What follows belongs to an exercise in optimizing a design on an open flow for small area, a short achievable clock period and few clock cycles per item; a production flow would make more cautious choices. The RTL was checked by simulation tests, not by an equivalence proof against the original design.

Design b85_codec, start of the top module:
module b85_codec (
    input  wire        clk,
    input  wire        rst,         
    input  wire        in_valid,
    output wire        in_ready,
    input  wire        in_mode,     
    input  wire [39:0] in_data,
    output wire        out_valid,
    input  wire        out_ready,
    output wire [39:0] out_data,
    output wire [1:0]  out_err
);
    reg        ir_v, ir_mode;       
    reg [39:0] ir_data;
    reg        rdy;                 
    reg        m_v, m_mode;         
    reg [42:0] m_p;                 
    reg        o_v;                 
    reg [39:0] o_data;
    reg [1:0]  o_err;
    reg        o2_v;                
    reg [39:0] o2_data;
    reg [1:0]  o2_err;
    assign in_ready  = rdy;
    assign out_valid = o_v;
    assign out_data  = o_data;
    assign out_err   = o_err;
    wire acc   = in_valid & rdy;
    wire deq   = o_v & out_ready;        
    wire m_en  = !m_v | !o2_v;           
    wire ir_en = !ir_v | m_en;           
    wire enq   = m_v & !o2_v;            
    wire o_adv = !o_v | out_ready;       
    wire ir_v_n = ir_en ? acc : ir_v;
    wire m_v_n  = m_en ? ir_v : m_v;
    wire o_v_n  = o_v ? (!deq | o2_v | enq) : enq;
    wire o2_v_n = o_v & !deq & (o2_v | enq);
    wire [9:0] c0;
wire c0_1, c0_2;
b85_fa c0_1_i (.a(ir_data[0]), .b(ir_data[8]), .c(ir_data[16]), .s(c0_1), .co(c0_2));
wire c0_3, c0_4;
b85_fa c0_3_i (.a(ir_data[1]), .b(ir_data[9]), .c(ir_data[17]), .s(c0_3), .co(c0_4));
wire c0_5, c0_6;
b85_fa c0_5_i (.a(ir_data[2]), .b(ir_data[10]), .c(ir_data[18]), .s(c0_5), .co(c0_6));
wire c0_7, c0_8;
b85_fa c0_7_i (.a(ir_data[3]), .b(ir_data[11]), .c(ir_data[19]), .s(c0_7), .co(c0_8));
wire c0_9, c0_10;
b85_fa c0_9_i (.a(ir_data[4]), .b(ir_data[12]), .c(ir_data[20]), .s(c0_9), .co(c0_10));
wire c0_11, c0_12;
b85_fa c0_11_i (.a(ir_data[5]), .b(ir_data[13]), .c(ir_data[21]), .s(c0_11), .co(c0_12));
wire c0_13, c0_14;
b85_fa c0_13_i (.a(ir_data[6]), .b(ir_data[14]), .c(ir_data[22]), .s(c0_13), .co(c0_14));
wire c0_15, c0_16;
b85_fa c0_15_i (.a(ir_data[7]), .b(ir_data[15]), .c(ir_data[23]), .s(c0_15), .co(c0_16));
wire c0_17, c0_18;
b85_fa c0_17_i (.a(ir_data[25]), .b(c0_2), .c(c0_3), .s(c0_17), .co(c0_18));
wire c0_19, c0_20;
  ...
For scale: ~89 I/O pins, about 19000 µm² of cells after synthesis.
clock: 30.0 ns
lec_check: 0
cap_margin: 20
core_margin: 2
core_utilization: 65
slew_margin: 20
synth_hierarchical: 1
standard.sh (not shown) runs the stock make flow with config.mk's settings and CLKGATE_MAP_FILE= SYNTH_SCRIPT=/design/flow/synth_recipe.tcl, a recipe that flattens the netlist after the stock synthesis.
==> flow/flow/run.sh <==
#!/bin/bash
# Own layout flow: the standard layout (standard.sh) unchanged, except that the
# resizer's timing repair keeps a setup margin (so it also speeds up paths that already
# meet the 30 ns clock) and the ports get buf_2 buffers instead of the resizer's choice.
# The clock, the constraints and the synthesis are the standard ones.
set -euo pipefail
export SETUP_SLACK_MARGIN=23.0
export TNS_END_PERCENT=100
export BUFFER_PORTS_ARGS="-buffer_cell sky130_fd_sc_hd__buf_2"
bash standard.sh > standard.log 2>&1
Testbench counts at the start, summed over its fixed seeds: cycles 3,224, items 3,200.
Edit:
--- a/flow/flow/run.sh
+++ b/flow/flow/run.sh
@@ -6,3 +6,3 @@
 set -euo pipefail
-export SETUP_SLACK_MARGIN=23.0
+export SETUP_SLACK_MARGIN=22.8
 export TNS_END_PERCENT=100
=>
- setup slack loses 0.046 ns
- area after synthesis does not change
- synthesized cell count does not change
- non-clock buffer count fell by 16
- sequential share of layout area rose by 0.16 points
- die area does not change

========
Another version of the RTL of b85_codec (not shown whole).
For scale: ~1,700 cells after synthesis, about 180 flip-flops, ~89 I/O pins, roughly 19,000 sq um of cells after synthesis.
export LEC_CHECK = 0
export CAP_MARGIN = 20
export CORE_MARGIN = 2
export CORE_UTILIZATION = 75
export SLEW_MARGIN = 20
export SYNTH_HIERARCHICAL = 1
create_clock -name core_clock -period 30.0 [get_ports {clk}]
==> flow/flow/run.sh <==
#!/bin/bash
# Own layout flow: the standard layout (standard.sh) unchanged, except that the
# resizer's timing repair keeps a setup margin (so it also speeds up paths that already
# meet the 30 ns clock) and the ports get buf_2 buffers instead of the resizer's choice.
# The clock, the constraints and the synthesis are the standard ones.
set -euo pipefail
export SETUP_SLACK_MARGIN=23.0
export TNS_END_PERCENT=100
export BUFFER_PORTS_ARGS="-buffer_cell sky130_fd_sc_hd__buf_2"
bash standard.sh > standard.log 2>&1
The baseline went through all stages and came out clean.
Testbench counts at the start, summed over its fixed seeds: cycles 3,224, items 3,200.
==> next run, changes <==
CORE_UTILIZATION = 65   (was 75)
CTS_BUF_LIST = sky130_fd_sc_hd__clkbuf_8   (was unset)
Result:
- worst hold slack improves by 0.026 ns
- non-clock buffer count rises by 8
- final cell count rises by 3.0%
- synthesized area does not change
==> next run, changes <==
CTS_BUF_LIST = unset   (was sky130_fd_sc_hd__clkbuf_8)
Register-to-register slack loses 0.03 ns. Wire length is higher by 0.48%. Setup slack gains 0.054 ns. Die area stays the same. Global-route usage is higher by 0.17 points.
==> next run, changes <==
--- a/flow/flow/run.sh
+++ b/flow/flow/run.sh
@@ -7 +7 @@
-export SETUP_SLACK_MARGIN=23.0
+export SETUP_SLACK_MARGIN=22.75
Effect:
- The new run finished clean
- via count decreases by 0.37%
- sequential share of layout area rose by 0.24 points
==> next run, changes <==
--- a/flow/flow/run.sh
+++ b/flow/flow/run.sh
@@ -7 +7 @@
-export SETUP_SLACK_MARGIN=22.75
+export SETUP_SLACK_MARGIN=22.8
CORE_UTILIZATION = 70   (was 65)
Area after synthesis does not change.
Critical path depth stays the same.
Non-clock buffer count decreases by 7.
Via count came out higher by 1.6%.
Setup slack gains 0.025 ns.
Design area drops by 0.42%.
Flip-flop and latch count does not change.
==> next run, changes <==
--- a/flow/flow/run.sh
+++ b/flow/flow/run.sh
@@ -7 +7 @@
-export SETUP_SLACK_MARGIN=22.8
+export SETUP_SLACK_MARGIN=0
CORE_UTILIZATION = 65   (was 70)
Effect:
- setup slack degrades by 0.058 ns
- global-route usage shrinks by 2.1 points
- die area grows by 7.5%
- register-to-register slack degrades by 0.07 ns
- flip-flop and latch count stays the same

what the ideal ports hide:
In the flow no input, the clock included, has a driving cell. The finished layouts below were timed again as built, in two steps. Step 1, drivers: a clkbuf_16 drives clk and a buf_2 each remaining input, both assumed. Step 2 adds t to the input delays and takes it off the output delays; t is the mean of the earliest and latest rising clock arrival at the registers after step 1. Input paths then give back, and output paths get back, about the clock's delay inside the block. a / b / c = ideal / step 1 / step 2; a / b = the first two.
| run | t (ns) | setup WS [ns] | pins driven straight from the clock port |
|---|---|---|---|
| the first run of note 1 | 0.501 | 23.040 / 22.984 / 22.776 | 1 |
| the second run of note 1 | 0.503 | 22.994 / 22.976 / 22.779 | 1 |
| the first run of note 2 | 0.486 | 23.023 / 22.971 / 22.761 | 1 |
| the second run of note 2 | 0.548 | 22.959 / 22.909 / 22.778 | 1 |
| the third run of note 2 | 0.505 | 23.012 / 22.958 / 22.763 | 1 |
| the fourth run of note 2 | 0.504 | 23.013 / 22.959 / 22.764 | 1 |
| the fifth run of note 2 | 0.493 | 23.038 / 22.990 / 22.771 | 1 |
| the sixth run of note 2 | 0.510 | 22.980 / 22.924 / 22.781 | 1 |
After both steps setup and hold are still met in every run listed. The setup slack of the fifth run of note 2, which loses most, moves by -0.048 ns with the drivers and by -0.267 ns with both steps.
